Context: an optimization exercise on an open-source flow, tuned for small area, a short achievable clock period and few clock cycles per item. The choices shown serve that exercise and are no tape-out recipe.
Function was checked by simulation only, so behaviour that the tests miss may differ from the original.
Power figures rest on the tool's default switching activity, not on a simulated workload. The clock port is modelled as an ideal driver; clocking choices that lean on that would not hold on a real chip.

Design rh_framer, start of the top module:
module rh_framer (
    input  wire       clk,
    input  wire       rst,
    input  wire       cmd_valid,
    input  wire [7:0] cmd_data,
    input  wire       cmd_last,
    output wire       cmd_ready,
    output wire       rsp_valid,
    output wire [7:0] rsp_data,
    output wire       rsp_last,
    input  wire       rsp_ready
);
For scale: about 6600 cells after synthesis, roughly 24 I/O pins, about 0.11 mm² of cells after synthesis.
make LEC_CHECK=0 CAP_MARGIN=20 CORE_MARGIN=2 CORE_UTILIZATION=50 CTS_CLUSTER_DIAMETER=60 CTS_CLUSTER_SIZE=25 PLACE_DENSITY=0.6 SETUP_SLACK_MARGIN=5 SLEW_MARGIN=20 finish   # period 10.0 ns
run.sh (not shown) runs the stock make flow with config.mk's settings and CLKGATE_MAP_FILE= SYNTH_SCRIPT=/design/flow/synth_recipe.tcl, a recipe that flattens the netlist after the stock synthesis.
Testbench counts at the start, summed over its fixed seeds: cycles 44,795, items 12,000.
Change:
CTS_CLUSTER_DIAMETER = unset   (was 60)
CTS_CLUSTER_SIZE = unset   (was 25)
Clock power goes up by about 50%.
Global-route usage went up by 0.48 points.
Die area stays the same.

========
== the reference run ==
Another version of the RTL of rh_framer (not shown whole).
Size in the first run: ~6200 cells after synthesis, about 24 I/O pins, roughly 96000 um^2 of cells after synthesis.
export LEC_CHECK = 0
export CAP_MARGIN = 20
export CORE_MARGIN = 2
export CORE_UTILIZATION = 66
export CTS_CLUSTER_DIAMETER = 80
export CTS_CLUSTER_SIZE = 30
export PLACE_DENSITY = 0.76
export SLEW_MARGIN = 20
create_clock -name core_clock -period 10.0 [get_ports {clk}]
standard.sh (not shown) runs the stock make flow with config.mk's settings and CLKGATE_MAP_FILE= SYNTH_SCRIPT=/design/flow/synth_recipe.tcl, a recipe that flattens the netlist after the stock synthesis.
==> flow/flow/run.sh <==
#!/bin/bash
set -euo pipefail
export SETUP_SLACK_MARGIN=6.8
export CTS_ARGS="-sink_clustering_enable -repair_clock_nets -sink_clustering_size 30 -sink_clustering_max_diameter 80 -dont_use_dummy_load"
bash standard.sh synth > synth.log 2>&1
bash standard.sh finish > layout.log 2>&1
The reference run went all the way through synthesis, placement and routing and the layout is clean on timing, DRC and antenna.
Testbench counts of the reference run, summed over its fixed seeds: cycles 46,086, items 12,000.
Input-level comparison between the trial run and the reference run:
- a change of PLACE_DENSITY from 0.76 to 0.72
- a change of CORE_UTILIZATION from 66 to 62
## What came out
Of the trial run and the reference run, it is the trial run that has the lower wire length per cell. Summary of the trial run over the reference run: vertical extent of the die higher, register cell area after layout held steady, global-route wire length before repair fell by about 2%. The reference run and the trial run ended up with nearly the same power share of the clock group. Relative to the reference run, the worst hold slack of the trial run is lower by 0.056 ns. Of the reference run and the trial run, the lower post-placement cell count belongs to the reference run. The higher final cell count of the reference run and the trial run is in the trial run. Going from the reference run to the trial run, the count of buffers not belonging to the clock network in the layout was found to have gone down by 10.

========
## east
rh_framer, a different RTL version from the one above (not shown whole).
Size in the first run: about 3600 flip-flops, roughly 24 I/O pins, roughly 0.098 sq mm of cells after synthesis.
export LEC_CHECK = 0
export CAP_MARGIN = 20
export CORE_MARGIN = 2
export CORE_UTILIZATION = 50
export CTS_CLUSTER_DIAMETER = 80
export CTS_CLUSTER_SIZE = 30
export PLACE_DENSITY = 0.6
export SLEW_MARGIN = 20
create_clock -name core_clock -period 10.0 [get_ports {clk}]
==> flow/flow/run.sh <==
#!/bin/bash
# Layout flow: the standard flow (standard synthesis, floorplan, placement,
# CTS, routing, finish) unchanged, except that timing repair aims at a setup
# slack of 6.8 ns, i.e. it keeps optimising paths longer than 3.2 ns although
# the 10 ns clock constraint is already met. Constraints are the standard flow's.
set -euo pipefail
export SETUP_SLACK_MARGIN=6.8
bash standard.sh synth > synth.log 2>&1
bash standard.sh finish > layout.log 2>&1
east closes out successfully: all stages finished, all timing, DRC and antenna checks passed.
Testbench counts of east, summed over its fixed seeds: cycles 45,308, items 12,000.
The inputs of west differ from those of east as listed below.
==> flow/flow/run.sh <==
#!/bin/bash
set -euo pipefail
export SETUP_SLACK_MARGIN=6.8
export CTS_ARGS="-sink_clustering_enable -repair_clock_nets -sink_clustering_size 30 -sink_clustering_max_diameter 80 -dont_use_dummy_load"
bash standard.sh synth > synth.log 2>&1
bash standard.sh finish > layout.log 2>&1
### Flow results
- Lower endpoint arrival time on the critical path goes to west over east.
- Looking at clock-buffer cell count, west sits about 10% lower than east does.
- | global router's overall resource usage | west vs east | ≈ equal |

## separate check: timing with driven ports
Ports are ideal in the flow. The routed layouts listed here were re-timed in OpenROAD. Step 1 assumes that a clkbuf_16 drives the clock port and a buf_2 every other input. Step 2 also shifts input and output timing later by t, the mid clock arrival at the registers, as if the neighbouring blocks saw the same clock. Slacks: ideal / step 1 / step 2; pairs: ideal / step 1.
| run | t (ns) | setup slack, ns | pins driven straight from the clock port |
|---|---|---|---|
| the first run of note 1 | 0.955 | 5.253 / 5.253 / 5.253 | 1 |
| the second run of note 1 | 1.030 | 5.188 / 5.188 / 5.188 | 1 |
| the reference run | 0.831 | 6.774 / 6.695 / 6.213 | 1 |
| the trial run | 0.857 | 6.741 / 6.660 / 6.145 | 1 |
| east | 0.918 | 6.631 / 6.547 / 6.251 | 1 |
| west | 0.896 | 6.669 / 6.584 / 6.228 | 1 |
After both steps every run listed still meets setup and hold. The setup slack of the trial run, which loses most, moves by -0.081 ns with the drivers and by -0.596 ns with both steps.
